This is an optimization exercise on Yosys and OpenROAD, whose aim is small area, a short achievable clock period and few clock cycles per item, not a production implementation.
RTL that was checked went through simulation tests only; none was proved equivalent to the original.
Function not checked in runs 4 to 6: the RTL went through the layout flow alone.

## flow/flow/run.sh

```bash
#!/bin/bash
set -euo pipefail
export MY_ABC_SCRIPT=$PWD/flow/abc.script
MARGIN=$(cat flow/margin.txt)
bash standard.sh SYNTH_SCRIPT=$PWD/flow/synth.tcl SETUP_SLACK_MARGIN=$MARGIN finish > flow_standard.log 2>&1
```

## flow/flow/abc.script

```
strash
&get -n
&fraig -x
&put
scorr
dc2
dretime
strash
&get -n
&dch -f
&nf {D}
&put
buffer -c
topo
stime -c
upsize -c
dnsize -c
```

## flow/flow/margin.txt

```
5.6
```

## flow/flow/synth.tcl

```tcl
# The standard synthesis script (synth_recipe.tcl), with one change: ABC
# maps the logic with flow/abc.script instead of ORFS's abc_speed.script.
# Registers are mapped before ABC runs, so they are the standard ones.
proc synth {args} { yosys synth -nofsm -noshare {*}$args }
proc abc {args} {
  set i [lsearch -exact $args -script]
  if {$i >= 0} { lset args [expr {$i + 1}] $::env(MY_ABC_SCRIPT) }
  yosys abc {*}$args
}
source $::env(SCRIPTS_DIR)/synth.tcl
# left out here: clear keep_hierarchy, flatten, clean up, hide names made inside functions, write 1_2_yosys.v
```

## flow/standard.sh

```bash
#!/bin/bash
# synth_recipe.tcl (not shown) runs the flow's synth.tcl, then flattens the netlist and writes it again
# the make line also repeats each setting of config.mk as NAME=value (left out here)
make -C /OpenROAD-flow-scripts/flow DESIGN_CONFIG=/design/flow/config.mk WORK_HOME=/design/flow/orfs CLKGATE_MAP_FILE= SYNTH_SCRIPT=/design/flow/synth_recipe.tcl "${@:-finish}"
```

## flow/config.mk

```make
export PLATFORM = sky130hd
export DESIGN_NAME = golay_codec
export DESIGN_NICKNAME = golay_codec
export VERILOG_FILES = /design/flow/design.v
export SDC_FILE = /design/flow/constraint.sdc
export NUM_CORES = 4
export LEC_CHECK = 0
export CAP_MARGIN = 20
export CORE_MARGIN = 2
export CORE_UTILIZATION = 60
export SLEW_MARGIN = 20
```

## flow/constraint.sdc

```tcl
create_clock -name core_clock -period 10.0 [get_ports {clk}]
set_input_delay 2.0000 -clock core_clock [delete_from_list [all_inputs] [get_ports {clk}]]
set_output_delay 2.0000 -clock core_clock [all_outputs]
set_load 0.01 [all_outputs]
```

## flow/design.v

```verilog
module golay_parity (
    input  wire [11:0] m,
    output reg  [11:0] p
);
    localparam [143:0] A24 = {
        12'b011111111111, 12'b110001110110, 12'b100011101101, 12'b100111011010,
        12'b101110110100, 12'b111101101000, 12'b111011010001, 12'b110110100011,
        12'b101101000111, 12'b111010001110, 12'b110100011101, 12'b101000111011
    };
    integer c;
    always @(*) begin
        for (c = 0; c < 12; c = c + 1)
            p[c] = ^(m & A24[12*c +: 12]);
    end
endmodule
module golay_weight (
    input  wire [11:0] v,
    output wire [4:0]  ge       
);
    wire [3:1] t0 = {v[0] & v[1] & v[2], (v[0] & v[1]) | (v[0] & v[2]) | (v[1] & v[2]), v[0] | v[1] | v[2]};
    wire [3:1] t1 = {v[3] & v[4] & v[5], (v[3] & v[4]) | (v[3] & v[5]) | (v[4] & v[5]), v[3] | v[4] | v[5]};
    wire [3:1] t2 = {v[6] & v[7] & v[8], (v[6] & v[7]) | (v[6] & v[8]) | (v[7] & v[8]), v[6] | v[7] | v[8]};
    wire [3:1] t3 = {v[9] & v[10] & v[11], (v[9] & v[10]) | (v[9] & v[11]) | (v[10] & v[11]), v[9] | v[10] | v[11]};
    wire [6:1] h0;
    assign h0[1] = t1[1] | t0[1];
    assign h0[2] = t1[2] | (t0[1] & t1[1]) | t0[2];
    assign h0[3] = t1[3] | (t0[1] & t1[2]) | (t0[2] & t1[1]) | t0[3];
    assign h0[4] = (t0[1] & t1[3]) | (t0[2] & t1[2]) | (t0[3] & t1[1]);
    assign h0[5] = (t0[2] & t1[3]) | (t0[3] & t1[2]);
    assign h0[6] = (t0[3] & t1[3]);
    wire [6:1] h1;
    assign h1[1] = t3[1] | t2[1];
    assign h1[2] = t3[2] | (t2[1] & t3[1]) | t2[2];
    assign h1[3] = t3[3] | (t2[1] & t3[2]) | (t2[2] & t3[1]) | t2[3];
    assign h1[4] = (t2[1] & t3[3]) | (t2[2] & t3[2]) | (t2[3] & t3[1]);
    assign h1[5] = (t2[2] & t3[3]) | (t2[3] & t3[2]);
    assign h1[6] = (t2[3] & t3[3]);
    assign ge = {
                 (h0[5] & h1[6]) | (h0[6] & h1[5]), 
                 (h0[3] & h1[6]) | (h0[4] & h1[5]) | (h0[5] & h1[4]) | (h0[6] & h1[3]), 
                 (h0[1] & h1[6]) | (h0[2] & h1[5]) | (h0[3] & h1[4]) | (h0[4] & h1[3]) | (h0[5] & h1[2]) | (h0[6] & h1[1]), 
                 h1[5] | (h0[1] & h1[4]) | (h0[2] & h1[3]) | (h0[3] & h1[2]) | (h0[4] & h1[1]) | h0[5], 
                 h1[4] | (h0[1] & h1[3]) | (h0[2] & h1[2]) | (h0[3] & h1[1]) | h0[4]};
endmodule
module golay_dec24 (
    input  wire [11:0] s,       
    input  wire [11:0] sa,      
    input  wire [4:0]  ws,      
    input  wire [4:0]  wa,      
    output wire [23:0] e,       
    output wire        fail     
);
    function near5;
        input [4:0] v;
        input ge5, ge7, ge9;
        reg o, a, g1, g2, g3;
        begin
            o  = v[0] | v[1];
            a  = v[0] & v[1];
            g1 = v[2] | v[3] | v[4];
            g2 = (v[2] & v[3]) | (v[2] & v[4]) | (v[3] & v[4]);
            g3 = v[2] & v[3] & v[4];
            near5 = (~(o | g1) & ge5)
                  | (~(a | g2 | (o & g1)) & ge7)
                  | (~(g3 | (a & g1) | (o & g2)) & ge9);
        end
    endfunction
    wire [11:0] b2;
    assign b2[0] = near5({s[2], s[6], s[7], s[8], s[10]}, ws[1], ws[2], ws[3]);
    assign b2[1] = near5({s[1], s[5], s[6], s[7], s[9]}, ws[1], ws[2], ws[3]);
    assign b2[2] = near5({s[0], s[4], s[5], s[6], s[8]}, ws[1], ws[2], ws[3]);
    assign b2[3] = near5({s[3], s[4], s[5], s[7], s[10]}, ws[1], ws[2], ws[3]);
    assign b2[4] = near5({s[2], s[3], s[4], s[6], s[9]}, ws[1], ws[2], ws[3]);
    assign b2[5] = near5({s[1], s[2], s[3], s[5], s[8]}, ws[1], ws[2], ws[3]);
    assign b2[6] = near5({s[0], s[1], s[2], s[4], s[7]}, ws[1], ws[2], ws[3]);
    assign b2[7] = near5({s[0], s[1], s[3], s[6], s[10]}, ws[1], ws[2], ws[3]);
    assign b2[8] = near5({s[0], s[2], s[5], s[9], s[10]}, ws[1], ws[2], ws[3]);
    assign b2[9] = near5({s[1], s[4], s[8], s[9], s[10]}, ws[1], ws[2], ws[3]);
    assign b2[10] = near5({s[0], s[3], s[7], s[8], s[9]}, ws[1], ws[2], ws[3]);
    assign b2[11] = (~s[11] & ws[3]) | (s[11] & ws[4]);
    wire [11:0] b4;
    assign b4[0] = near5({sa[2], sa[6], sa[7], sa[8], sa[10]}, wa[1], wa[2], wa[3]);
    assign b4[1] = near5({sa[1], sa[5], sa[6], sa[7], sa[9]}, wa[1], wa[2], wa[3]);
    assign b4[2] = near5({sa[0], sa[4], sa[5], sa[6], sa[8]}, wa[1], wa[2], wa[3]);
    assign b4[3] = near5({sa[3], sa[4], sa[5], sa[7], sa[10]}, wa[1], wa[2], wa[3]);
    assign b4[4] = near5({sa[2], sa[3], sa[4], sa[6], sa[9]}, wa[1], wa[2], wa[3]);
    assign b4[5] = near5({sa[1], sa[2], sa[3], sa[5], sa[8]}, wa[1], wa[2], wa[3]);
    assign b4[6] = near5({sa[0], sa[1], sa[2], sa[4], sa[7]}, wa[1], wa[2], wa[3]);
    assign b4[7] = near5({sa[0], sa[1], sa[3], sa[6], sa[10]}, wa[1], wa[2], wa[3]);
    assign b4[8] = near5({sa[0], sa[2], sa[5], sa[9], sa[10]}, wa[1], wa[2], wa[3]);
    assign b4[9] = near5({sa[1], sa[4], sa[8], sa[9], sa[10]}, wa[1], wa[2], wa[3]);
    assign b4[10] = near5({sa[0], sa[3], sa[7], sa[8], sa[9]}, wa[1], wa[2], wa[3]);
    assign b4[11] = (~sa[11] & wa[3]) | (sa[11] & wa[4]);
    wire lo = ~ws[0] | (|b2);     
    wire hi = ~wa[0] | (|b4);     
    assign fail = ~(lo | hi);
    wire [11:0] m2, m4;
    assign m2[0] = b2[0] | b2[1] | b2[3] | b2[4] | b2[5] | b2[9] | b2[11];
    assign m4[0] = b4[0] | b4[1] | b4[3] | b4[4] | b4[5] | b4[9] | b4[11];
    assign m2[1] = b2[0] | b2[2] | b2[3] | b2[4] | b2[8] | b2[10] | b2[11];
    assign m4[1] = b4[0] | b4[2] | b4[3] | b4[4] | b4[8] | b4[10] | b4[11];
    assign m2[2] = b2[1] | b2[2] | b2[3] | b2[7] | b2[9] | b2[10] | b2[11];
    assign m4[2] = b4[1] | b4[2] | b4[3] | b4[7] | b4[9] | b4[10] | b4[11];
    assign m2[3] = b2[0] | b2[1] | b2[2] | b2[6] | b2[8] | b2[9] | b2[11];
    assign m4[3] = b4[0] | b4[1] | b4[2] | b4[6] | b4[8] | b4[9] | b4[11];
    assign m2[4] = b2[0] | b2[1] | b2[5] | b2[7] | b2[8] | b2[10] | b2[11];
    assign m4[4] = b4[0] | b4[1] | b4[5] | b4[7] | b4[8] | b4[10] | b4[11];
    assign m2[5] = b2[0] | b2[4] | b2[6] | b2[7] | b2[9] | b2[10] | b2[11];
    assign m4[5] = b4[0] | b4[4] | b4[6] | b4[7] | b4[9] | b4[10] | b4[11];
    assign m2[6] = b2[3] | b2[5] | b2[6] | b2[8] | b2[9] | b2[10] | b2[11];
    assign m4[6] = b4[3] | b4[5] | b4[6] | b4[8] | b4[9] | b4[10] | b4[11];
    assign m2[7] = b2[2] | b2[4] | b2[5] | b2[7] | b2[8] | b2[9] | b2[11];
    assign m4[7] = b4[2] | b4[4] | b4[5] | b4[7] | b4[8] | b4[9] | b4[11];
    assign m2[8] = b2[1] | b2[3] | b2[4] | b2[6] | b2[7] | b2[8] | b2[11];
    assign m4[8] = b4[1] | b4[3] | b4[4] | b4[6] | b4[7] | b4[8] | b4[11];
    assign m2[9] = b2[0] | b2[2] | b2[3] | b2[5] | b2[6] | b2[7] | b2[11];
    assign m4[9] = b4[0] | b4[2] | b4[3] | b4[5] | b4[6] | b4[7] | b4[11];
    assign m2[10] = b2[1] | b2[2] | b2[4] | b2[5] | b2[6] | b2[10] | b2[11];
    assign m4[10] = b4[1] | b4[2] | b4[4] | b4[5] | b4[6] | b4[10] | b4[11];
    assign m2[11] = b2[0] | b2[1] | b2[2] | b2[3] | b2[4] | b2[5] | b2[6] | b2[7] | b2[8] | b2[9] | b2[10];
    assign m4[11] = b4[0] | b4[1] | b4[2] | b4[3] | b4[4] | b4[5] | b4[6] | b4[7] | b4[8] | b4[9] | b4[10];
    assign e[11:0]  = ({12{lo}} & (s  ^ m2)) | b4;
    assign e[23:12] = ({12{hi}} & (sa ^ m4)) | b2;
endmodule
module golay_codec (
    input  wire        clk,
    input  wire        rst,         
    input  wire        in_valid,
    output wire        in_ready,
    input  wire [1:0]  in_op,       
    input  wire [23:0] in_word,
    output reg         out_valid,
    input  wire        out_ready,
    output reg  [23:0] out_word,
    output reg         out_fail
);
    wire        i_dec = in_op[1];
    wire        i_o23 = in_op[0];
    wire        i_w23 = i_o23 ? ~(^in_word[22:0]) : in_word[23];
    wire [11:0] i_wh  = {12{i_dec}} & {i_w23, in_word[22:12]};
    wire [11:0] i_hA, i_lA;
    golay_parity u_ph (.m(i_wh), .p(i_hA));
    golay_parity u_pl (.m(in_word[11:0]), .p(i_lA));
    wire [11:0] i_s  = in_word[11:0] ^ i_hA;
    wire [11:0] i_sa = i_wh ^ i_lA;
    wire adv = !out_valid || out_ready;
    assign in_ready = adv;
    reg         m_v;
    reg  [1:0]  m_op;
    reg  [23:0] m_w;
    reg  [11:0] m_s, m_sa;
    always @(posedge clk) begin
        if (rst)
            m_v <= 1'b0;
        else if (adv)
            m_v <= in_valid;
    end
    always @(posedge clk) begin
        if (adv) begin
            m_op <= in_op;
            m_w  <= {i_wh, in_word[11:0]};
            m_s  <= i_s;
            m_sa <= i_sa;
        end
    end
    wire        m_dec = m_op[1];
    wire        m_o23 = m_op[0];
    wire [11:0] m_wh  = m_w[23:12];
    wire [4:0] m_ws, m_wa;
    golay_weight u_ws (.v(m_s),  .ge(m_ws));
    golay_weight u_wa (.v(m_sa), .ge(m_wa));
    wire [4:0]  m_ws_g = m_dec ? m_ws : 5'b00001;
    wire [4:0]  m_wa_g = m_dec ? m_wa : 5'b00000;
    wire [23:0] m_e;
    wire        m_dfail;
    golay_dec24 u_dec (.s(m_s), .sa(m_sa), .ws(m_ws_g), .wa(m_wa_g), .e(m_e), .fail(m_dfail));
    wire [23:0] m_c      = {m_wh, m_w[11:0]} ^ m_e;
    wire [23:0] result      = {m_c[23] & ~m_o23, m_c[22:0]};
    wire        result_fail = m_dfail;
    always @(posedge clk) begin
        if (rst)
            out_valid <= 1'b0;
        else if (adv)
            out_valid <= m_v;
    end
    always @(posedge clk) begin
        if (adv) begin
            out_word <= result;
            out_fail <= result_fail;
        end
    end
endmodule
```

==> reports/results.txt, run 1 <==
Worst-Margin Slew: 1030 ps
gr busiest metal: met2
post-place setup slack: 4050 ps
Boundary Pins: 57
post-synthesis sequential area ratio: 33.8%
CP dominant cell by count: xnor2_1
final number of setup-violating endpoints: 0
Slew Viols, Final: 0
# rows: 38
status: complete, no violations
Hold Vio Cnt, Final: 0
final std cells w/o fill: 1,030
fin nets: 917
cell chain of the critical path: buf_4, xor2_2, xor2_1, xnor2_1, xnor2_1, xor2_1, xnor2_2, a21oi_4, nor2_1, a21oi_4, xnor2_1, xnor2_1
grt total ovfl: 0
CTS sink count: 77
number of enable flip-flop cells after synthesis: 75
CTS Buffer Depth: 2
# port buffers: 56
crit path capture type: register
share of async-settable or async-resettable flops after synthesis: 0%
Skew-Pair Late Insertion Delay: 340 ps
post-synthesis register bit count: 77
H-Tree Depth: 3
initial antenna violation count: 0
buffers and inverters on the worst path: 1
final core utilization: 79.3%
commonest non-fill, non-tap cell in the layout: xnor2_1
largest net degree at the start of global routing: 40
worst hold margin: 471 ps
final setup margin: 5590 ps
Yosys top cell area share: 33.2%
1st-iter DRT viols: 1,061
vias per cell: 6.94
Post-Syn Area: 0.00679 mm2
DR pass1 iterations: 9
vias in the first global route: 6,641
Arrival @ worst endpoint: 4490 ps
Cells after Synth: 779
family with the most delay on the worst path: XOR/XNOR gates
RSZ-0062 raised after global routing: false
RD Place Congestion: 0.917
Slowest-stage cell, CP: xnor2_1
routed vias: 7,146
area leader, netlist: edfxtp_1
Reg clk slew, reported paths: 60 ps
met2 usage: 63.8%
M1 GR Usage: 46.9%
P&R area growth vs syn: 27.7%
Setup Skew: 9.13 ps
fin crit share: 44.1%
met3 GRT Util: 8.35%
Post-Syn Area per Cell: 8.71 um2
share of layout cells above drive strength 1: 21.3%
Area contributors post-synth: edfxtp_1 (33%), xnor2_1 (15%), maj3_1 (4.3%)
drt total wl: 23,600 um
Slew HR: 31.5%
Starting Density: 62.1%
post-route ant nets: 0
first-pass GRT wire length: 34,900 um
cell count after placement: 917
Slowest Stage Delay on Critical Path: 310 ps
CTS tree: built
Die ar.: 0.0122 mm2
DIE WIDTH: 110 um
CP Max Fanout: 5
Final min period: 4410 ps
DRC Markers: 0
Hold Crit Class: reg2reg
synth warn: 3
Core Area: 0.0109 mm2
Max-Cap Viols: 0
total clock buffers created by CTS: 9
GRT Total Usage: 38.0%
Crit Path Class: in2reg
commonest cells after routing, fill and taps aside: xnor2_1 (112), buf_4 (100), nand2_1 (76)
antenna cell count: 0
Post-Syn Nets: 809
WP data required: 10,080 ps
Highest Clock Rate: 227 MHz
Die Y: 110 um
crit path launch type: input port
Cell variety after synth: 59
Most used DFF post-synth: edfxtp_1
post-DP HPWL: 14,000 um
Routed WL per cell: 22.9 um
CTS Root Buffer Type: clkbuf_16
TNS Setup: 0 ps
==> final cells by class <==
cell class              instances  area [um2]
clock buffers                   9         225
well taps                     140         175
clock inverters                 5        77.6
multi-input cells             629        4550
fillers                       685        2270
inverters                      14        52.6
flip-flops and latches         77        2290
repair buffers                156        1290
==> worst min-delay path: stages (launching register included) <==
cell and delay [ps]:
dfxtp_1 320, inv_1 50, a21oi_1 50
==> sequential cells by signal (all words and copies together), names as in the netlist <==
signal and count:
out_fail 1, out_valid 1, out_word 24, m_sa 12
m_v 1, m_w 24, m_s 12, m_op 2
==> logic make-up after synthesis <==
family                   count (synthesis)  synth area share (%)
AO/OA/AOI/OAI                          206                  20.6
multiplexers                             6                 0.885
AND/OR/NAND/NOR                        241                  17.1
buffers and inverters                   76                  4.76
adder cells (fa/ha/maj)                 29                  4.28
flip-flops                              77                  33.8
XOR/XNOR                               144                  18.6
==> metrics by stage <==
step                      area (um2)
after global placement          7300
after CTS                       8270
after detailed placement        7300
after floorplan                 6810
final                           8670
after global routing            8670
==> Yosys cell counts (all sizes together), types with 2 or more instances <==
| cell | number |
|---|---|
| o211ai | 3 |
| a21oi | 43 |
| a2111oi | 2 |
| a211oi | 15 |
| o32ai | 6 |
| nor4b | 2 |
| xnor2 | 116 |
| dfxtp | 2 |
| nor2 | 41 |
| mux2i | 6 |
| a311oi | 3 |
| a222oi | 4 |
| o41ai | 5 |
| a22oi | 6 |
| a21boi | 13 |
| clkbuf | 47 |
| a221oi | 4 |
| maj3 | 29 |
| a31oi | 16 |
| and3 | 13 |
| a32oi | 3 |
| nand2 | 76 |
| or4 | 3 |
| xor2 | 28 |
| o21a | 7 |
| o31a | 3 |
| or2 | 3 |
| nor4 | 16 |
| o31ai | 7 |
| buf | 15 |
| nand3 | 23 |
| o21ai | 39 |
| o221ai | 3 |
| o22ai | 18 |
| nor3 | 40 |
| inv | 14 |
| edfxtp | 75 |
| nand4 | 3 |
| a311o | 2 |
| or3 | 18 |
==> final timing paths <==
check                    from  slack [ps]     endpoint  depth (start not counted)
setup reg to reg       m_s[7]        5650  out_word[5]                         14
hold reg to reg           m_v         470    out_valid                          2
hold / removal            m_v         470    out_valid                          2
setup / recovery  in_word[18]        5590       m_s[1]                         12
==> metal layers <==
metal / wire length (um) / share of wire, % / vias up
met5: 0 / 0 / -
met2: 11500 / 49 / 561
met1: 8530 / 36 / 3351
met3: 2480 / 10 / 126
met4: 1100 / 4.7 / 0
li1: - / - / 3108
==> timing repair <==
action / CTS / global route
setup endpoints to repair: 38 / 37
gates cloned: 3 / 0
hold buffers: 0 / 0
buffers inserted: 58 / 38
gates resized for setup: 61 / 59
pin swaps: 19 / 16
Testbench counts, summed over its fixed seeds: cycles 16,016, items 16,000.
==> run 2, diff against run 1 <==
--- a/flow/config.mk
+++ b/flow/config.mk
@@ -7,5 +7,5 @@
 export LEC_CHECK = 0
 export CAP_MARGIN = 20
 export CORE_MARGIN = 2
-export CORE_UTILIZATION = 60
+export CORE_UTILIZATION = 40
 export SLEW_MARGIN = 20
==> reports/results.txt, run 2 <==
RSZ-0062 raised after global routing: true
Crit Path Class: in2out
antenna cell count: 0 (unchanged)
post-place instance area: 0.00740 mm2 (+1.4%)
final number of setup-violating endpoints: 0 (unchanged)
Post-Syn Area per Cell: 8.71 um2 (unchanged)
commonest cells after routing, fill and taps aside: xnor2_1 (110), buf_4 (89), nand2_1 (76)
final std cells w/o fill: 1,100 (+6.8%)
crit path capture type: output pin
total clock buffers created by CTS: 9 (unchanged)
worst hold margin: 449 ps (-21.1 ps)
Hold Vio Cnt, Final: 0 (unchanged)
area of the multi-input gates: 0.00460 mm2 (+1.1%)
TNS Setup: 0 ps (unchanged)
post-place setup slack: 4530 ps (+483 ps)
Final min period: 4370 ps (-44.8 ps)
fin nets: 905 (-1.3%)
H-Tree Depth: 3 (unchanged)
routed vias: 6,763 (-5.4%)
Worst-Margin Slew: 760 ps (-267 ps)
Post-Syn Area: 0.00679 mm2 (unchanged)
Post-Syn Nets: 809 (unchanged)
DR pass1 iterations: 5 (-4)
CTS Root Buffer Type: clkbuf_16
Skew-Pair Late Insertion Delay: 330 ps (about the same)
Most used DFF post-synth: edfxtp_1
Slowest Stage Delay on Critical Path: 150 ps (-160 ps)
post-DP HPWL: 15,400 um (+10%)
cell chain of the critical path: buf_6, nand2b_4, buf_6
final setup margin: 5630 ps (+44.8 ps)
CTS sink count: 77 (unchanged)
CP Max Fanout: 2 (-3)
vias in the first global route: 6,362 (-4.2%)
family with the most delay on the worst path: buffers and inverters
Boundary Pins: 57 (unchanged)
post-synthesis register bit count: 77 (unchanged)
Arrival @ worst endpoint: 2370 ps (-2120 ps)
DRC Markers: 0 (unchanged)
# fillers: 1,518 (+120%)
crit path launch type: input port
CTS Buffer Depth: 2 (unchanged)
Cells after Synth: 779 (unchanged)
post-route ant nets: 0 (unchanged)
CP dominant cell by count: buf_6
hold buffers post-CTS: 0 (unchanged)
Die ar.: 0.0180 mm2 (+48%)
Yosys top cell area share: 33.2% (unchanged)
post-synthesis sequential area ratio: 33.8% (unchanged)
CTS tree: built
Slowest-stage cell, CP: nand2b_4
Die Y: 134 um (+22%)
status: complete, no violations
WP data required: 8000 ps (-2080 ps)
share of layout cells above drive strength 1: 21.7% (+0.36 points)
top sig layer: met4
Routed WL per cell: 21.2 um (-7.6%)
RD Place Congestion: 0.960 (+4.7%)
met2 wire len: 11,400 um (-0.71%)
Synth top cells by count: xnor2_1 (116), nand2_1 (76), edfxtp_1 (75)
Slew HR: 49.2% (+18 points)
1st-iter DRT viols: 684 (-36%)
# port buffers: 56 (unchanged)
Reg clk slew, reported paths: 60 ps (about the same)
commonest non-fill, non-tap cell in the layout: xnor2_1
Area contributors post-synth: edfxtp_1 (33%), xnor2_1 (15%), maj3_1 (4.3%)
Setup Skew: 6.21 ps (-2.92 ps)
Final Instance Area: 0.00877 mm2 (+1.1%)
Slew Viols, Final: 0 (unchanged)
met3 routed WL: 1540 um (-38%)
Hold Crit Class: reg2reg
Highest Clock Rate: 229 MHz (+1.0%)
register cell area after layout: 0.00229 mm2 (unchanged)
Max-Cap Viols: 0 (unchanged)
cell count after placement: 997 (+8.7%)
number of enable flip-flop cells after synthesis: 75 (unchanged)
synth warn: 3 (unchanged)
P&R area growth vs syn: 29.2%
buffers and inverters on the worst path: 2 (+1)
grt total ovfl: 0 (unchanged)
DIE WIDTH: 134 um (+22%)
wl on met1: 9350 um (+9.6%)
largest net degree at the start of global routing: 53 (+33%)
fin crit share: 43.7% (-0.45 points)
Regs by FF count: m_w: 24 flops, out_word: 24 flops
drt total wl: 23,300 um (-1.3%)
Core Area: 0.0166 mm2 (+52%)
first-pass GRT wire length: 35,400 um (+1.6%)
initial antenna violation count: 0 (unchanged)
Cell variety after synth: 59 (unchanged)
# rows: 47 (+24%)
most common cell in the synthesized netlist: xnor2_1
share of async-settable or async-resettable flops after synthesis: 0% (unchanged)
GRT Total Usage: 25.2% (-13 points)
vias per cell: 6.15 (-11%)
Starting Density: 40.9% (-21 points)
area leader, netlist: edfxtp_1
-- run 2: cell counts after synthesis --
Identical to the previous run, type by type.
-- run 2: worst reg2reg max path, cell delays in order (launching register included) --
cell	delay [ps]
edfxtp_1	510
maj3_1	530
a22oi_1	430
nand2_1	120
o41ai_2	410
buf_4	260
nor4_1	90
a311oi_2	400
nand3_2	180
nor4_4	340
nand4_1	130
buf_4	250
a21boi_1	280
xnor2_1	110
-- run 2: final timing paths --
path                  end       from  cells after the start  slack, ps
max              in_ready  out_ready                      3       5630
min             out_valid        m_v                      2        450
max reg2reg  out_word[22]    m_sa[2]                     13       5710
min reg2reg     out_valid        m_v                      2        450
-- run 2: metal layers --
layer / vias to the layer above / track usage, %
li1: 3079 / -
met2: 348 / 43.8
met5: - / 0
met4: 0 / 10.9
met3: 88 / 3.17
met1: 3248 / 31.4
-- run 2: kinds of logic after synthesis --
| group | share of synthesized area (%) |
|---|---|
| buf+inv | 4.76 |
| simple gates | 17.1 |
| fa+ha+maj | 4.28 |
| compound gates | 20.6 |
| xor+xnor | 18.6 |
| mux | 0.885 |
| flops | 33.8 |
-- run 2: layout make-up --
class | instances | area share [%]
clock buffers | 9 | 2.57
clock inverters | 7 | 0.813
inverters | 14 | 0.599
multi-input cells | 627 | 52.5
flip-flops and latches | 77 | 26.1
well taps | 220 | 3.14
repair buffers | 146 | 14.3
-- run 2: through the flow --
| step | util, % |
|---|---|
| after floorplan | - |
| after global placement | 44.6 |
| after detailed placement | 44.6 |
| after CTS | 50.0 |
| after global routing | 52.9 |
| final | 52.9 |
-- run 2: timing repair --
action	4_1_cts	5_1_grt
gates resized for setup	64	51
gates cloned	1	0
endpoints found under the setup margin	38	33
setup buffers	44	42
endpoints found under the hold margin	0	0
pin swaps	14	19
==> run 3, diff against run 2 <==
==> flow/flow/run.sh (replaced) <==
#!/bin/bash
set -euo pipefail
export MY_ABC_SCRIPT=$PWD/flow/abc.script
MARGIN=$(cat flow/margin.txt)
bash standard.sh SYNTH_SCRIPT=$PWD/flow/synth.tcl SETUP_SLACK_MARGIN=$MARGIN \
  "BUFFER_PORTS_ARGS=-buffer_cell sky130_fd_sc_hd__buf_1" finish > flow_standard.log 2>&1
--- a/flow/config.mk
+++ b/flow/config.mk
@@ -8,4 +8,5 @@
 export CAP_MARGIN = 20
 export CORE_MARGIN = 2
 export CORE_UTILIZATION = 40
+export CTS_BUF_LIST = sky130_fd_sc_hd__clkbuf_4 sky130_fd_sc_hd__clkbuf_8
 export SLEW_MARGIN = 20
==> reports/results.txt, run 3 <==
Most used DFF post-synth: edfxtp_1
DRC Markers: 0 (unchanged)
Reg clk slew, reported paths: 90 ps (+30 ps)
Skew-Pair Late Insertion Delay: 350 ps (+20 ps)
Routed WL per cell: 19.6 um (-7.6%)
commonest non-fill, non-tap cell in the layout: xnor2_1
Cells after Synth: 779 (unchanged)
synth warn: 3 (unchanged)
Reg2Reg Setup Slack: 5620 ps (-90 ps)
Slew HR: 40.5% (-8.7 points)
Worst R2R Path Depth: 13 (unchanged)
DR pass1 iterations: 5 (unchanged)
Yosys top cell area share: 33.2% (unchanged)
post-synthesis sequential area ratio: 33.8% (unchanged)
Core Area: 0.0166 mm2 (unchanged)
fin nets: 902 (-0.33%)
post-place setup slack: 4380 ps (-156 ps)
post-DP HPWL: 14,200 um (-7.8%)
number of enable flip-flop cells after synthesis: 75 (unchanged)
Crit Path Class: in2out
fin crit share: 43.9% (+0.20 points)
# rows: 47 (unchanged)
Synth top cells by count: xnor2_1 (116), nand2_1 (76), edfxtp_1 (75)
# port buffers: 56 (unchanged)
Starting Density: 40.9% (unchanged)
area of the multi-input gates: 0.00446 mm2 (-3.0%)
H-Tree Depth: 3 (unchanged)
CTS sink count: 77 (unchanged)
total clock buffers created by CTS: 9 (unchanged)
CTS Buffer Depth: 2 (unchanged)
Arrival @ worst endpoint: 2390 ps (+20 ps)
Die Y: 134 um (unchanged)
antenna cell count: 0 (unchanged)
Worst-Margin Slew: 893 ps (+133 ps)
vias in the first global route: 5,871 (-7.7%)
vias per cell: 6.01 (-2.3%)
Post-Syn Area per Cell: 8.71 um2 (unchanged)
final core utilization: 49.5% (-3.3 points)
GRT Total Usage: 22.8% (-2.4 points)
post-synthesis register bit count: 77 (unchanged)
worst reg2reg path endpoint: out_word[14]
crit path capture type: output pin
WP data required: 8000 ps (about the same)
crit path launch type: input port
Post-Syn Nets: 809 (unchanged)
grt total ovfl: 0 (unchanged)
post-route ant nets: 0 (unchanged)
CTS tree: built
Final min period: 4390 ps (+19.7 ps)
drt total wl: 21,500 um (-7.9%)
Max-Cap Viols: 0 (unchanged)
CTS Root Buffer Type: clkbuf_8
area leader, netlist: edfxtp_1
Hold Crit Class: reg2reg
final number of setup-violating endpoints: 0 (unchanged)
RD Place Congestion: 0.964 (+0.47%)
DIE WIDTH: 134 um (unchanged)
register cell area after layout: 0.00229 mm2 (unchanged)
Hold Vio Cnt, Final: 0 (unchanged)
Slew Viols, Final: 0 (unchanged)
CP Max Fanout: 2 (unchanged)
Setup Skew: 16.0 ps (+9.75 ps)
Worst Setup EP: in_ready
share of layout cells above drive strength 1: 19.5% (-2.2 points)
Area contributors post-synth: edfxtp_1 (33%), xnor2_1 (15%), maj3_1 (4.3%)
Critical Path Start: out_ready
Die ar.: 0.0180 mm2 (unchanged)
final setup margin: 5610 ps (-19.7 ps)
reg2reg start: m_sa[0]
1st-iter DRT viols: 656 (-4.1%)
first-pass GRT wire length: 32,000 um (-9.6%)
Cell variety after synth: 59 (unchanged)
most common cell in the synthesized netlist: xnor2_1
RSZ-0062 raised after global routing: false
share of async-settable or async-resettable flops after synthesis: 0% (unchanged)
Regs by FF count: m_w: 24 flops, out_word: 24 flops
status: complete, no violations
routed vias: 6,592 (-2.5%)
largest net degree at the start of global routing: 45 (-15%)
P&R area growth vs syn: 21.0%
TNS Setup: 0 ps (unchanged)
Post-Syn Area: 0.00679 mm2 (unchanged)
worst hold margin: 455 ps (+5.38 ps)
# fillers: 1,587 (+4.5%)
Boundary Pins: 57 (unchanged)
Highest Clock Rate: 228 MHz (-0.45%)
initial antenna violation count: 0 (unchanged)
commonest cells after routing, fill and taps aside: xnor2_1 (115), buf_4 (85), nand2_1 (76)
run 3: final cells by class:
type	count	area share, %
clock buffers	10	1.68
clock inverters	6	1.45
inverters	14	0.640
multi-input cells	627	54.3
flip-flops and latches	77	27.9
well taps	220	3.35
repair buffers	143	10.7
run 3: worst min path at each step:
stage	startpoint	endpoint	slack [ps]	cells after the start
floorplan	m_v	out_valid	420	2
global placement	m_v	out_valid	450	2
detailed placement	m_v	out_valid	450	2
CTS	m_v	out_valid	460	2
global route	m_v	out_valid	500	2
finish	m_v	out_valid	450	2
run 3: cell families after synthesis:
group	Yosys count	share of synthesized area [%]
multiplexers	6	0.885
XOR/XNOR	144	18.6
AND/OR/NAND/NOR	241	17.1
adder cells (fa/ha/maj)	29	4.28
buffers and inverters	76	4.76
AO/OA/AOI/OAI	206	20.6
flip-flops	77	33.8
run 3: worst max-delay path, stage by stage:
cell and delay (ps):
buf_1 90, nand2b_4 170, buf_6 130
run 3: layer usage:
metal | global-route usage, % | vias up | wire length [um]
li1 | - | 3086 | -
met1 | 30.2 | 3068 | 8720
met2 | 36.5 | 370 | 9920
met3 | 3.89 | 68 | 1860
met4 | 10.6 | 0 | 954
met5 | 0 | - | 0
run 3: timing repair:
item	CTS	global route
hold buffers	0	0
endpoints found under the setup margin	30	29
setup buffers	38	44
gates resized for setup	30	29
gates cloned	1	1
pin swaps	10	7
run 3: through the flow:
stage               instances  area (um2)
floorplan                 779        6810
global placement          997        7060
detailed placement        997        7060
CTS                      1052        7750
global route             1097        8220
finish                   1097        8220
==> run 4, diff against run 3 <==
--- a/flow/design.v
+++ b/flow/design.v
@@ -137,7 +137,7 @@
     wire        i_dec = in_op[1];
     wire        i_o23 = in_op[0];
     wire        i_w23 = i_o23 ? ~(^in_word[22:0]) : in_word[23];
-    wire [11:0] i_wh  = {12{i_dec}} & {i_w23, in_word[22:12]};
+    wire [11:0] i_wh  = {i_w23, in_word[22:12]};
     wire [11:0] i_hA, i_lA;
     golay_parity u_ph (.m(i_wh), .p(i_hA));
     golay_parity u_pl (.m(in_word[11:0]), .p(i_lA));
==> reports/results.txt, run 4 <==
status: complete, no violations
first-pass GRT wire length: 34,100 um (+6.4%)
Most used DFF post-synth: edfxtp_1
cell chain of the critical path: or3_4, a211oi_4, a21oi_2, or4_4, o21a_4, a311o_2, or3_4, or3b_4, nor4b_4, buf_6, buf_6, o21ai_2, xor2_1
# port buffers: 56 (unchanged)
Skew-Pair Late Insertion Delay: 360 ps (about the same)
P&R area growth vs syn: 26.1%
share of async-settable or async-resettable flops after synthesis: 0% (unchanged)
total clock buffers created by CTS: 9 (unchanged)
Boundary Pins: 57 (unchanged)
largest net degree at the start of global routing: 40 (-11%)
fin crit share: 45.1% (+1.2 points)
Cells after Synth: 743 (-4.6%)
commonest non-fill, non-tap cell in the layout: xnor2_1
final setup margin: 5490 ps (-121 ps)
Post-Syn Nets: 773 (-4.4%)
crit path capture type: register
Slew HR: 36.2% (-4.2 points)
DRC Markers: 0 (unchanged)
1st-iter DRT viols: 741 (+13%)
antenna cell count: 0 (unchanged)
initial antenna violation count: 1 (+1)
final core utilization: 51.4% (+1.9 points)
reg2reg start: m_s[10]
H-Tree Depth: 3 (unchanged)
commonest cells after routing, fill and taps aside: xnor2_1 (122), buf_4 (95), edfxtp_1 (75)
vias in the first global route: 5,985 (+1.9%)
crit path launch type: register
Hold Crit Class: reg2reg
final number of setup-violating endpoints: 0 (unchanged)
post-route ant nets: 0 (unchanged)
Highest Clock Rate: 222 MHz (-2.7%)
WP data required: 10,100 ps (+2100 ps)
GRT Total Usage: 24.7% (+1.9 points)
TNS Setup: 0 ps (unchanged)
Hold Vio Cnt, Final: 0 (unchanged)
routed vias: 6,624 (+0.49%)
Reg clk slew, reported paths: 80 ps (about the same)
Slew Viols, Final: 0 (unchanged)
Worst R2R Path Depth: 13 (unchanged)
# rows: 47 (unchanged)
CP Max Fanout: 5 (+3)
share of layout cells above drive strength 1: 26.1% (+6.6 points)
fin nets: 895 (-0.78%)
Die Y: 134 um (-0.56%)
Cell variety after synth: 64 (+8.5%)
Routed WL per cell: 21.4 um (+9.5%)
Slowest Stage Delay on Critical Path: 560 ps (+390 ps)
CTS sink count: 77 (unchanged)
hold path start: m_v
Starting Density: 40.7% (-0.19 points)
Final min period: 4510 ps (+121 ps)
Core Area: 0.0165 mm2 (-0.71%)
CTS Root Buffer Type: clkbuf_8
synth warn: 3 (unchanged)
post-synthesis sequential area ratio: 34.2% (+0.40 points)
Post-Syn Area per Cell: 9.03 um2 (+3.6%)
DIE WIDTH: 134 um (-0.56%)
post-DP HPWL: 14,400 um (+1.6%)
Worst-Margin Slew: 957 ps (+63.6 ps)
Yosys top cell area share: 33.6% (+0.39 points)
vias per cell: 6.08 (+1.1%)
Area contributors post-synth: edfxtp_1 (34%), xnor2_1 (16%), xor2_1 (5.7%)
post-place setup slack: 4360 ps (-20.0 ps)
Max-Cap Viols: 0 (unchanged)
Die ar.: 0.0178 mm2 (-1.1%)
drt total wl: 23,300 um (+8.8%)
grt total ovfl: 0 (unchanged)
area leader, netlist: edfxtp_1
worst reg2reg path endpoint: out_word[6]
RSZ-0062 raised after global routing: true
Reg2Reg Setup Slack: 5490 ps (-130 ps)
Arrival @ worst endpoint: 4610 ps (+2220 ps)
DR pass1 iterations: 6 (+1)
final std cells w/o fill: 1,090 (-0.64%)
Synth top cells by count: xnor2_1 (125), edfxtp_1 (75), nor2_1 (53)
Crit Path Class: reg2reg
post-synthesis register bit count: 77 (unchanged)
Slowest-stage cell, CP: or4_4
RD Place Congestion: 0.948 (-1.6%)
Hold EP: out_valid
hold path cells: 2 (unchanged)
Setup Skew: 7.64 ps (-8.32 ps)
CTS tree: built
Regs by FF count: m_w: 24 flops, out_word: 24 flops
most common cell in the synthesized netlist: xnor2_1
cell count after placement: 963 (-3.4%)
number of enable flip-flop cells after synthesis: 75 (unchanged)
Post-Syn Area: 0.00671 mm2 (-1.2%)
CTS Buffer Depth: 2 (unchanged)
[run 4: changes by cell type after synthesis, moves of 6 or more]
| cell | previous run | this run |
|---|---|---|
| o21ai_0 | 35 | 41 |
| xnor2_1 | 116 | 125 |
| or3_1 | 17 | 11 |
| nor2_1 | 40 | 53 |
| a31o_2 | 0 | 6 |
| maj3_1 | 29 | 22 |
| o21ai_2 | 0 | 9 |
| inv_1 | 14 | 5 |
| nand2_1 | 76 | 41 |
| a21boi_1 | 8 | 0 |
| xor2_1 | 28 | 44 |
| nor4_1 | 16 | 10 |
[run 4: stage by stage]
step                hold slack, ps  area, um2
floorplan                      419       6720
global placement               435       6980
detailed placement             450       6980
CTS                            460       7980
global route                   490       8460
finish                         457       8460
[run 4: worst max-delay path by stage]
stage / startpoint / end / slack [ps] / cells after the start
3_5_place_dp: m_s[9] / out_word[1] / 4360 / 11
2_1_floorplan: out_ready / in_ready / 5380 / 1
5_1_grt: m_s[7] / out_word[6] / 5390 / 15
3_3_place_gp: m_s[9] / out_word[1] / 4390 / 11
6_report: m_s[10] / out_word[6] / 5490 / 13
4_1_cts: m_s[10] / out_word[6] / 5510 / 14
[run 4: final cells by class]
class                      count  area [um2]
multi-input combinational    604        4530
fill                        1554        8000
clock buffer                   9         124
clock inverter                 7        75.1
inverter                       5        18.8
sequential                    77        2290
timing repair buffer         168        1150
tap                          220         275
[run 4: what timing repair did]
item                                    CTS  global route
gates cloned                              4             0
endpoints found under the setup margin   30            29
resized for setup                        47            45
pin swaps                                22            32
hold buffers                              0             0
buffers inserted                         76            31
[run 4: worst max-delay path, delay by kind of cell, from the launching register on]
kind                   cells  cell delay, ps
flip-flops                 1             510
XOR/XNOR                   1             180
AO/OA/AOI/OAI              5            1100
buffers and inverters      2             290
AND/OR/NAND/NOR            5            2190
[run 4: cells by family after synthesis]
logic type	share of synthesized area (%)
muxes	0.149
xor gates and xnor gates	22.1
adders and majority gates	3.79
AOI/OAI and AO/OA	19.2
buffers and inverters	4.21
and+or+nand+nor	16.4
DFF	34.2
[run 4: routing by layer]
layer | vias up | GRT usage, % | wire [um]
met5 | - | 0 | 0
met4 | 0 | 6.62 | 699
met3 | 64 | 3.69 | 1920
met2 | 388 | 40.8 | 11100
met1 | 3185 | 34.0 | 9650
li1 | 2987 | - | -
==> run 5, diff against run 4 <==
--- a/flow/design.v
+++ b/flow/design.v
@@ -1,17 +1,63 @@
 module golay_parity (
     input  wire [11:0] m,
-    output reg  [11:0] p
-);
-    localparam [143:0] A24 = {
-        12'b011111111111, 12'b110001110110, 12'b100011101101, 12'b100111011010,
-        12'b101110110100, 12'b111101101000, 12'b111011010001, 12'b110110100011,
-        12'b101101000111, 12'b111010001110, 12'b110100011101, 12'b101000111011
-    };
-    integer c;
-    always @(*) begin
-        for (c = 0; c < 12; c = c + 1)
-            p[c] = ^(m & A24[12*c +: 12]);
-    end
+    output wire [11:0] p
+);
+    wire x12 = m[1] ^ m[11];
+    wire x13 = m[4] ^ m[7];
+    wire x14 = m[5] ^ m[8];
+    wire x15 = m[0] ^ m[3];
+    wire x16 = m[2] ^ m[9];
+    wire x17 = m[6] ^ m[10];
+    wire x18 = m[4] ^ x12;
+    wire x19 = m[10] ^ x12;
+    wire x20 = m[9] ^ m[11];
+    wire x21 = x14 ^ x16;
+    wire x22 = m[6] ^ x12;
+    wire x23 = m[2] ^ m[11];
+    wire x24 = m[7] ^ x19;
+    wire x25 = x15 ^ x23;
+    wire x26 = x13 ^ x21;
+    wire x27 = x17 ^ x20;
+    wire x28 = m[8] ^ x22;
+    wire x29 = m[5] ^ x18;
+    wire x30 = m[8] ^ x25;
+    wire x31 = m[0] ^ x13;
+    wire x32 = x14 ^ x27;
+    wire x33 = m[0] ^ x14;
+    wire x34 = m[7] ^ x25;
+    wire x35 = m[3] ^ x16;
+    wire x36 = m[1] ^ x15;
+    wire x37 = m[0] ^ x16;
+    wire x38 = x24 ^ x33;
+    wire x39 = m[3] ^ x32;
+    wire x40 = x27 ^ x31;
+    wire x41 = m[9] ^ x15;
+    wire x42 = x28 ^ x37;
+    wire x43 = m[11] ^ x26;
+    wire x44 = m[5] ^ m[6];
+    wire x45 = x24 ^ x35;
+    wire x46 = x34 ^ x44;
+    wire x47 = x17 ^ x36;
+    wire x48 = x26 ^ x47;
+    wire x49 = x29 ^ x41;
+    wire x50 = m[2] ^ x17;
+    wire x51 = x29 ^ x50;
+    wire x52 = m[3] ^ x13;
+    wire x53 = m[4] ^ m[10];
+    wire x54 = x28 ^ x52;
+    wire x55 = x30 ^ x53;
+    assign p[0] = x49;
+    assign p[1] = x55;
+    assign p[2] = x45;
+    assign p[3] = x42;
+    assign p[4] = x38;
+    assign p[5] = x40;
+    assign p[6] = x39;
+    assign p[7] = x43;
+    assign p[8] = x54;
+    assign p[9] = x46;
+    assign p[10] = x51;
+    assign p[11] = x48;
 endmodule
 module golay_weight (
     input  wire [11:0] v,
@@ -94,33 +140,56 @@
     wire lo = ~ws[0] | (|b2);     
     wire hi = ~wa[0] | (|b4);     
     assign fail = ~(lo | hi);
-    wire [11:0] m2, m4;
-    assign m2[0] = b2[0] | b2[1] | b2[3] | b2[4] | b2[5] | b2[9] | b2[11];
-    assign m4[0] = b4[0] | b4[1] | b4[3] | b4[4] | b4[5] | b4[9] | b4[11];
-    assign m2[1] = b2[0] | b2[2] | b2[3] | b2[4] | b2[8] | b2[10] | b2[11];
-    assign m4[1] = b4[0] | b4[2] | b4[3] | b4[4] | b4[8] | b4[10] | b4[11];
-    assign m2[2] = b2[1] | b2[2] | b2[3] | b2[7] | b2[9] | b2[10] | b2[11];
-    assign m4[2] = b4[1] | b4[2] | b4[3] | b4[7] | b4[9] | b4[10] | b4[11];
-    assign m2[3] = b2[0] | b2[1] | b2[2] | b2[6] | b2[8] | b2[9] | b2[11];
-    assign m4[3] = b4[0] | b4[1] | b4[2] | b4[6] | b4[8] | b4[9] | b4[11];
-    assign m2[4] = b2[0] | b2[1] | b2[5] | b2[7] | b2[8] | b2[10] | b2[11];
-    assign m4[4] = b4[0] | b4[1] | b4[5] | b4[7] | b4[8] | b4[10] | b4[11];
-    assign m2[5] = b2[0] | b2[4] | b2[6] | b2[7] | b2[9] | b2[10] | b2[11];
-    assign m4[5] = b4[0] | b4[4] | b4[6] | b4[7] | b4[9] | b4[10] | b4[11];
-    assign m2[6] = b2[3] | b2[5] | b2[6] | b2[8] | b2[9] | b2[10] | b2[11];
-    assign m4[6] = b4[3] | b4[5] | b4[6] | b4[8] | b4[9] | b4[10] | b4[11];
-    assign m2[7] = b2[2] | b2[4] | b2[5] | b2[7] | b2[8] | b2[9] | b2[11];
-    assign m4[7] = b4[2] | b4[4] | b4[5] | b4[7] | b4[8] | b4[9] | b4[11];
-    assign m2[8] = b2[1] | b2[3] | b2[4] | b2[6] | b2[7] | b2[8] | b2[11];
-    assign m4[8] = b4[1] | b4[3] | b4[4] | b4[6] | b4[7] | b4[8] | b4[11];
-    assign m2[9] = b2[0] | b2[2] | b2[3] | b2[5] | b2[6] | b2[7] | b2[11];
-    assign m4[9] = b4[0] | b4[2] | b4[3] | b4[5] | b4[6] | b4[7] | b4[11];
-    assign m2[10] = b2[1] | b2[2] | b2[4] | b2[5] | b2[6] | b2[10] | b2[11];
-    assign m4[10] = b4[1] | b4[2] | b4[4] | b4[5] | b4[6] | b4[10] | b4[11];
-    assign m2[11] = b2[0] | b2[1] | b2[2] | b2[3] | b2[4] | b2[5] | b2[6] | b2[7] | b2[8] | b2[9] | b2[10];
-    assign m4[11] = b4[0] | b4[1] | b4[2] | b4[3] | b4[4] | b4[5] | b4[6] | b4[7] | b4[8] | b4[9] | b4[10];
-    assign e[11:0]  = ({12{lo}} & (s  ^ m2)) | b4;
-    assign e[23:12] = ({12{hi}} & (sa ^ m4)) | b2;
+    wire any2 = |b2;
+    wire any4 = |b4;
+    wire z0_0 = b2[2] | b2[6] | b2[7] | b2[8] | b2[10];
+    assign e[0] = (s[0] ? (~ws[0] | z0_0) : (any2 & ~z0_0)) | b4[0];
+    wire z0_1 = b2[1] | b2[5] | b2[6] | b2[7] | b2[9];
+    assign e[1] = (s[1] ? (~ws[0] | z0_1) : (any2 & ~z0_1)) | b4[1];
+    wire z0_2 = b2[0] | b2[4] | b2[5] | b2[6] | b2[8];
+    assign e[2] = (s[2] ? (~ws[0] | z0_2) : (any2 & ~z0_2)) | b4[2];
+    wire z0_3 = b2[3] | b2[4] | b2[5] | b2[7] | b2[10];
+    assign e[3] = (s[3] ? (~ws[0] | z0_3) : (any2 & ~z0_3)) | b4[3];
+    wire z0_4 = b2[2] | b2[3] | b2[4] | b2[6] | b2[9];
+    assign e[4] = (s[4] ? (~ws[0] | z0_4) : (any2 & ~z0_4)) | b4[4];
+    wire z0_5 = b2[1] | b2[2] | b2[3] | b2[5] | b2[8];
+    assign e[5] = (s[5] ? (~ws[0] | z0_5) : (any2 & ~z0_5)) | b4[5];
+    wire z0_6 = b2[0] | b2[1] | b2[2] | b2[4] | b2[7];
+    assign e[6] = (s[6] ? (~ws[0] | z0_6) : (any2 & ~z0_6)) | b4[6];
+    wire z0_7 = b2[0] | b2[1] | b2[3] | b2[6] | b2[10];
+    assign e[7] = (s[7] ? (~ws[0] | z0_7) : (any2 & ~z0_7)) | b4[7];
+    wire z0_8 = b2[0] | b2[2] | b2[5] | b2[9] | b2[10];
+    assign e[8] = (s[8] ? (~ws[0] | z0_8) : (any2 & ~z0_8)) | b4[8];
+    wire z0_9 = b2[1] | b2[4] | b2[8] | b2[9] | b2[10];
+    assign e[9] = (s[9] ? (~ws[0] | z0_9) : (any2 & ~z0_9)) | b4[9];
+    wire z0_10 = b2[0] | b2[3] | b2[7] | b2[8] | b2[9];
+    assign e[10] = (s[10] ? (~ws[0] | z0_10) : (any2 & ~z0_10)) | b4[10];
+    wire z0_11 = b2[11];
+    assign e[11] = (s[11] ? (~ws[0] | z0_11) : (any2 & ~z0_11)) | b4[11];
+    wire z12_0 = b4[2] | b4[6] | b4[7] | b4[8] | b4[10];
+    assign e[12] = (sa[0] ? (~wa[0] | z12_0) : (any4 & ~z12_0)) | b2[0];
+    wire z12_1 = b4[1] | b4[5] | b4[6] | b4[7] | b4[9];
+    assign e[13] = (sa[1] ? (~wa[0] | z12_1) : (any4 & ~z12_1)) | b2[1];
+    wire z12_2 = b4[0] | b4[4] | b4[5] | b4[6] | b4[8];
+    assign e[14] = (sa[2] ? (~wa[0] | z12_2) : (any4 & ~z12_2)) | b2[2];
+    wire z12_3 = b4[3] | b4[4] | b4[5] | b4[7] | b4[10];
+    assign e[15] = (sa[3] ? (~wa[0] | z12_3) : (any4 & ~z12_3)) | b2[3];
+    wire z12_4 = b4[2] | b4[3] | b4[4] | b4[6] | b4[9];
+    assign e[16] = (sa[4] ? (~wa[0] | z12_4) : (any4 & ~z12_4)) | b2[4];
+    wire z12_5 = b4[1] | b4[2] | b4[3] | b4[5] | b4[8];
+    assign e[17] = (sa[5] ? (~wa[0] | z12_5) : (any4 & ~z12_5)) | b2[5];
+    wire z12_6 = b4[0] | b4[1] | b4[2] | b4[4] | b4[7];
+    assign e[18] = (sa[6] ? (~wa[0] | z12_6) : (any4 & ~z12_6)) | b2[6];
+    wire z12_7 = b4[0] | b4[1] | b4[3] | b4[6] | b4[10];
+    assign e[19] = (sa[7] ? (~wa[0] | z12_7) : (any4 & ~z12_7)) | b2[7];
+    wire z12_8 = b4[0] | b4[2] | b4[5] | b4[9] | b4[10];
+    assign e[20] = (sa[8] ? (~wa[0] | z12_8) : (any4 & ~z12_8)) | b2[8];
+    wire z12_9 = b4[1] | b4[4] | b4[8] | b4[9] | b4[10];
+    assign e[21] = (sa[9] ? (~wa[0] | z12_9) : (any4 & ~z12_9)) | b2[9];
+    wire z12_10 = b4[0] | b4[3] | b4[7] | b4[8] | b4[9];
+    assign e[22] = (sa[10] ? (~wa[0] | z12_10) : (any4 & ~z12_10)) | b2[10];
+    wire z12_11 = b4[11];
+    assign e[23] = (sa[11] ? (~wa[0] | z12_11) : (any4 & ~z12_11)) | b2[11];
 endmodule
 module golay_codec (
     input  wire        clk,
==> flow/flow/run.sh (replaced) <==
#!/bin/bash
set -euo pipefail
export MY_ABC_SCRIPT=$PWD/flow/abc.script
MARGIN=$(cat flow/margin.txt)
bash standard.sh SYNTH_SCRIPT=$PWD/flow/synth.tcl SETUP_SLACK_MARGIN=$MARGIN \
  "BUFFER_PORTS_ARGS=-buffer_cell sky130_fd_sc_hd__buf_1" \
  PRE_IO_PLACEMENT_TCL=$PWD/flow/io.tcl finish > flow_standard.log 2>&1
==> flow/flow/abc.script (replaced) <==
strash
&get -n
&fraig -x
&put
scorr
dc2
dretime
strash
&get -n
&dch
&nf {D}
&put
buffer -c
topo
stime -c
upsize -c
dnsize -c
==> flow/flow/io.tcl (new file) <==
# Keep the out_ready and in_ready pins next to each other: in_ready is
# combinational in out_ready, so the wire between them is on that path.
set_io_pin_constraint -group -order -pin_names {out_ready in_ready}
--- a/flow/config.mk
+++ b/flow/config.mk
@@ -10,3 +10,4 @@
 export CORE_UTILIZATION = 40
 export CTS_BUF_LIST = sky130_fd_sc_hd__clkbuf_4 sky130_fd_sc_hd__clkbuf_8
 export SLEW_MARGIN = 20
+export TNS_END_PERCENT = 30
==> reports/results.txt, run 5 <==
routed vias: 6,509 (-1.7%)
hold buffers post-CTS: 0 (unchanged)
CTS sink count: 77 (unchanged)
Synth top cells by count: xnor2_1 (97), edfxtp_1 (75), xor2_1 (52)
Yosys top cell area share: 33.1% (-0.50 points)
antenna cell count: 0 (unchanged)
first-pass GRT wire length: 33,600 um (-1.5%)
Slowest Stage Delay on Critical Path: 130 ps (-430 ps)
Post-Syn Area: 0.00681 mm2 (+1.5%)
gr busiest metal: met2
Cells after Synth: 753 (+1.3%)
cell chain of the critical path: buf_6, nor2b_4, clkinvlp_4, buf_6
Hold Vio Cnt, Final: 0 (unchanged)
Crit Path Class: in2out
vias per cell: 6.17 (+1.5%)
largest net degree at the start of global routing: 77 (+93%)
RD Place Congestion: 0.867 (-8.6%)
M1 GR Usage: 32.4% (-1.7 points)
status: complete, no violations
RSZ-0062 raised after global routing: true
Routed WL per cell: 20.8 um (-2.8%)
Boundary Pins: 57 (unchanged)
post-synthesis register bit count: 77 (unchanged)
WP data required: 8000 ps (-2100 ps)
Reg clk slew, reported paths: 90 ps (about the same)
H-Tree Depth: 3 (unchanged)
drt total wl: 22,000 um (-5.9%)
GRT Total Usage: 23.8% (-0.94 points)
post-synthesis sequential area ratio: 33.7% (-0.51 points)
met2 usage: 37.6% (-3.2 points)
Post-Syn Area per Cell: 9.04 um2 (+0.16%)
post-route ant nets: 0 (unchanged)
share of async-settable or async-resettable flops after synthesis: 0% (unchanged)
# rows: 47 (unchanged)
commonest non-fill, non-tap cell in the layout: xnor2_1
Cell variety after synth: 64 (unchanged)
# port buffers: 56 (unchanged)
synth warn: 2 (-1)
Die ar.: 0.0181 mm2 (+1.5%)
post-DP HPWL: 14,400 um (-0.12%)
number of enable flip-flop cells after synthesis: 75 (unchanged)
worst hold margin: 499 ps (+42.0 ps)
CTS Buffer Depth: 2 (unchanged)
met3 GRT Util: 3.98% (+0.29 points)
Highest Clock Rate: 225 MHz (+1.3%)
Post-Syn Nets: 783 (+1.3%)
initial antenna violation count: 0 (-1)
CP Max Fanout: 2 (-3)
Setup Skew: 18.1 ps (+10.4 ps)
fin nets: 860 (-3.9%)
buffers and inverters on the worst path: 3 (+1)
CTS tree: built
Worst-Margin Slew: 955 ps (-1.79 ps)
vias in the first global route: 6,106 (+2.0%)
DRC Markers: 0 (unchanged)
Max-Cap Viols: 0 (unchanged)
crit path launch type: input port
Skew-Pair Late Insertion Delay: 370 ps (about the same)
Die Y: 134 um (+0.73%)
CP dominant cell by count: buf_6
Arrival @ worst endpoint: 2450 ps (-2160 ps)
TNS Setup: 0 ps (unchanged)
Slew Viols, Final: 0 (unchanged)
Slew HR: 36.3% (+0.12 points)
Starting Density: 40.9% (+0.18 points)
CTS Root Buffer Type: clkbuf_8
Slowest-stage cell, CP: nor2b_4
Regs by FF count: m_w: 24 flops, out_word: 24 flops
DR pass1 iterations: 9 (+3)
most common cell in the synthesized netlist: xnor2_1
Hold Crit Class: reg2reg
Final min period: 4450 ps (-59.6 ps)
P&R area growth vs syn: 18.1%
family with the most delay on the worst path: buffers and inverters
share of layout cells above drive strength 1: 18.9% (-7.2 points)
crit path capture type: output pin
1st-iter DRT viols: 645 (-13%)
Most used DFF post-synth: edfxtp_1
total clock buffers created by CTS: 9 (unchanged)
area leader, netlist: edfxtp_1
final number of setup-violating endpoints: 0 (unchanged)
commonest cells after routing, fill and taps aside: xnor2_1 (97), buf_4 (77), edfxtp_1 (75)
Area contributors post-synth: edfxtp_1 (33%), xnor2_1 (12%), xor2_1 (6.7%)
fin crit share: 44.5% (-0.60 points)
DIE WIDTH: 134 um (+0.73%)
Core Area: 0.0166 mm2 (+1.1%)
grt total ovfl: 0 (unchanged)
==> run 5: cell count changes after synthesis, sizes merged, moves of 10 or more <==
cell	previous run	this run
xnor2	125	97
nand3	17	32
o311ai	1	16
and2	2	16
a21oi	43	30
a31oi	12	2
o211ai	0	10
==> run 5: path summary, 6_finish.rpt <==
check	cells past startpoint	startpoint	to	slack, ps
setup / recovery	4	out_ready	in_ready	5550
setup reg to reg	12	m_sa[6]	out_word[22]	5600
hold reg to reg	2	m_v	out_valid	500
hold / removal	2	m_v	out_valid	500
==> run 5: cell type report <==
type	instances	area (um2)
fill	1556	8600
multi-input combinational	601	4400
sequential	77	2290
timing repair buffer	135	841
tap	220	275
clock buffer	9	124
clock inverter	7	88.8
inverter	6	26.3
==> run 5: cells by family after synthesis <==
kind of cell / after synthesis / share of synthesized area [%]
flops: 77 / 33.7
compound gates: 190 / 20.7
buf+inv: 75 / 4.74
xor+xnor: 149 / 19.2
simple gates: 239 / 18.4
fa+ha+maj: 23 / 3.38
==> run 5: per-stage QoR <==
stage / cells / utilization (%) / instance area (um2) / setup slack (ps)
6_report: 1055 / 48.3 / 8040 / 5550
5_1_grt: 1055 / 48.3 / 8040 / 5380
4_1_cts: 1022 / 46.1 / 7660 / 5550
3_5_place_dp: 964 / 42.4 / 7050 / 4870
3_3_place_gp: 964 / 42.4 / 7050 / 4870
2_1_floorplan: 753 / - / 6840 / 4950
==> run 5: worst min-delay path: stages (launching register included) <==
cell     delay, ps
dfxtp_1        340
nor2_1          50
nor2_1          70
==> run 5: metal layers <==
layer / vias to the layer above / routed length [um]
li1: 2968 / -
met1: 3091 / 9110
met2: 396 / 10200
met3: 54 / 1970
met4: 0 / 703
met5: - / 0
==> run 5: repair_timing <==
action | CTS | global route
setup buffers | 42 | 33
gates resized for setup | 15 | 29
pin swaps | 4 | 11
setup endpoints to repair | 32 | 32
==> run 6, diff against run 5 <==
==> flow/flow/run.sh (replaced) <==
#!/bin/bash
set -euo pipefail
export MY_ABC_SCRIPT=$PWD/flow/abc.script
MARGIN=$(cat flow/margin.txt)
bash standard.sh SYNTH_SCRIPT=$PWD/flow/synth.tcl SETUP_SLACK_MARGIN=$MARGIN \
  "BUFFER_PORTS_ARGS=-buffer_cell sky130_fd_sc_hd__buf_1" finish > flow_standard.log 2>&1
removed: flow/flow/io.tcl
==> reports/results.txt, run 6 <==
final core utilization: 47.5% (-0.80 points)
share of layout cells above drive strength 1: 17.1% (-1.8 points)
hold buffers post-CTS: 0 (unchanged)
Crit Path Class: in2out
crit path launch type: input port
Cells after Synth: 753 (unchanged)
initial antenna violation count: 0 (unchanged)
buffers and inverters on the worst path: 3 (unchanged)
# fillers: 1,565 (+0.58%)
Slowest Stage Delay on Critical Path: 140 ps (about the same)
Final min period: 4460 ps (+5.40 ps)
fin nets: 856 (-0.47%)
# rows: 47 (unchanged)
Routed WL per cell: 20.4 um (-1.9%)
drt total wl: 21,500 um (-2.2%)
Slew HR: 35.7% (-0.61 points)
Setup Skew: 13.6 ps (-4.48 ps)
DIE WIDTH: 134 um (unchanged)
Skew-Pair Late Insertion Delay: 360 ps (about the same)
Reg clk slew, reported paths: 90 ps (about the same)
post-synthesis sequential area ratio: 33.7% (unchanged)
RD Place Congestion: 0.865 (-0.29%)
register cell area after layout: 0.00229 mm2 (unchanged)
RSZ-0062 raised after global routing: true
Post-Syn Area per Cell: 9.04 um2 (unchanged)
Area contributors post-synth: edfxtp_1 (33%), xnor2_1 (12%), xor2_1 (6.7%)
CP Max Fanout: 2 (unchanged)
area of the multi-input gates: 0.00432 mm2 (-1.8%)
antenna cell count: 0 (unchanged)
cell chain of the critical path: clkbuf_2, nor2b_4, clkinvlp_4, buf_6
WP data required: 8000 ps (about the same)
Slowest-stage cell, CP: nor2b_4
CTS tree: built
Die Y: 134 um (unchanged)
Core Area: 0.0166 mm2 (unchanged)
Regs by FF count: m_w: 24 flops, out_word: 24 flops
Hold Vio Cnt, Final: 0 (unchanged)
Hold Crit Class: reg2reg
vias in the first global route: 5,995 (-1.8%)
Post-Syn Area: 0.00681 mm2 (unchanged)
# port buffers: 56 (unchanged)
CTS sink count: 77 (unchanged)
Starting Density: 40.9% (unchanged)
CTS Buffer Depth: 2 (unchanged)
commonest cells after routing, fill and taps aside: xnor2_1 (97), edfxtp_1 (75), buf_4 (75)
P&R area growth vs syn: 16.2%
routed vias: 6,422 (-1.3%)
post-DP HPWL: 14,500 um (+0.97%)
crit path capture type: output pin
TNS Setup: 0 ps (unchanged)
post-route ant nets: 0 (unchanged)
most common cell in the synthesized netlist: xnor2_1
commonest non-fill, non-tap cell in the layout: xnor2_1
total clock buffers created by CTS: 9 (unchanged)
grt total ovfl: 0 (unchanged)
number of enable flip-flop cells after synthesis: 75 (unchanged)
Highest Clock Rate: 224 MHz (-0.12%)
fin crit share: 44.6% (+0.054 points)
1st-iter DRT viols: 722 (+12%)
DR pass1 iterations: 5 (-4)
Most used DFF post-synth: edfxtp_1
synth warn: 2 (unchanged)
status: complete, no violations
Arrival @ worst endpoint: 2460 ps (about the same)
run 6: cell counts after synthesis:
Identical to the previous run, type by type.
run 6: final timing paths:
| kind | start | end | slack (ps) | cells past startpoint |
|---|---|---|---|---|
| setup reg to reg | m_s[0] | out_word[11] | 5700 | 13 |
| setup / recovery | out_ready | in_ready | 5540 | 4 |
| hold / removal | m_v | out_valid | 490 | 2 |
| hold reg to reg | m_v | out_valid | 490 | 2 |
run 6: kinds of logic after synthesis:
group	after synthesis	share of synthesized area (%)
AOI/OAI and AO/OA	190	20.7
xor gates and xnor gates	149	19.2
adders and majority gates	23	3.38
buffers and inverters	75	4.74
DFF	77	33.7
and+or+nand+nor	239	18.4
run 6: final cells by class:
| type | instances | area share, % |
|---|---|---|
| Tap cell | 220 | 3.48 |
| Timing Repair Buffer | 131 | 9.96 |
| Inverter | 6 | 0.332 |
| Clock buffer | 9 | 1.57 |
| Multi-Input combinational cell | 601 | 54.6 |
| Sequential cell | 77 | 29.0 |
| Clock inverter | 7 | 1.09 |
run 6: timing repair:
item | CTS | global route
setup buffers | 49 | 22
pin swaps | 6 | 3
endpoints found under the hold margin | 0 | 0
resized for setup | 10 | 18
endpoints found under the setup margin | 32 | 31
run 6: worst reg2reg max path: stages, from the launching register on:
cell,delay (ps)
edfxtp_1,500
maj3_1,500
a22oi_2,310
o211ai_1,180
o41ai_2,360
buf_4,250
nor3_1,80
a311o_1,450
or3_1,430
nor4_4,300
buf_4,240
a211oi_1,80
a211oi_2,290
xnor2_1,90
run 6: metal layers:
metal | vias up | global-route usage [%] | part of all wire (%)
li1 | 2958 | - | -
met1 | 3061 | 31.5 | 42
met2 | 358 | 38.2 | 46
met3 | 45 | 3.42 | 8.8
met4 | 0 | 9.01 | 3.0
met5 | - | 0 | 0
run 6: per-stage QoR:
stage	instance area (um2)	hold WS, ps	setup slack (ps)	instances
after CTS	7680	503	5540	1029
after global placement	7050	452	4890	964
final	7910	495	5540	1051
after global routing	7910	543	5520	1051
after floorplan	6840	441	4950	753
after detailed placement	7050	475	4880	964

==> re-timing with driven ports <==
No port has a modelled driver above. Below, the same layouts with a new extraction and two added sets of constraints.
Step 1 (the two cells are an assumption about what drives the block):
set clk [get_ports {clk}]
set_driving_cell -lib_cell sky130_fd_sc_hd__clkbuf_16 $clk
set_driving_cell -lib_cell sky130_fd_sc_hd__buf_2 [delete_from_list [all_inputs] $clk]
Step 2 also shifts input and output timing later by t, the mid clock arrival at the registers, as if the neighbouring blocks saw the same clock.
Slacks: ideal ports / drivers / drivers and shift; pairs: ideal ports / drivers.
| run | t (ns) | setup WS [ns] | worst setup path after step 2 |
|---|---|---|---|
| run 1 | 0.374 | 5.585 / 5.596 / 5.221 | input to register |
| run 2 | 0.368 | 5.630 / 5.598 / 5.350 | input to register |
| run 3 | 0.379 | 5.610 / 5.590 / 5.400 | input to register |
| run 4 | 0.386 | 5.489 / 5.489 / 5.355 | input to register |
| run 5 | 0.394 | 5.549 / 5.517 / 5.350 | input to register |
| run 6 | 0.389 | 5.544 / 5.521 / 5.483 | input to register |
After both steps every run listed still meets setup and hold. For run 1, which loses most, drivers alone change the setup slack by +0.011 ns; drivers and shift together by -0.364 ns.
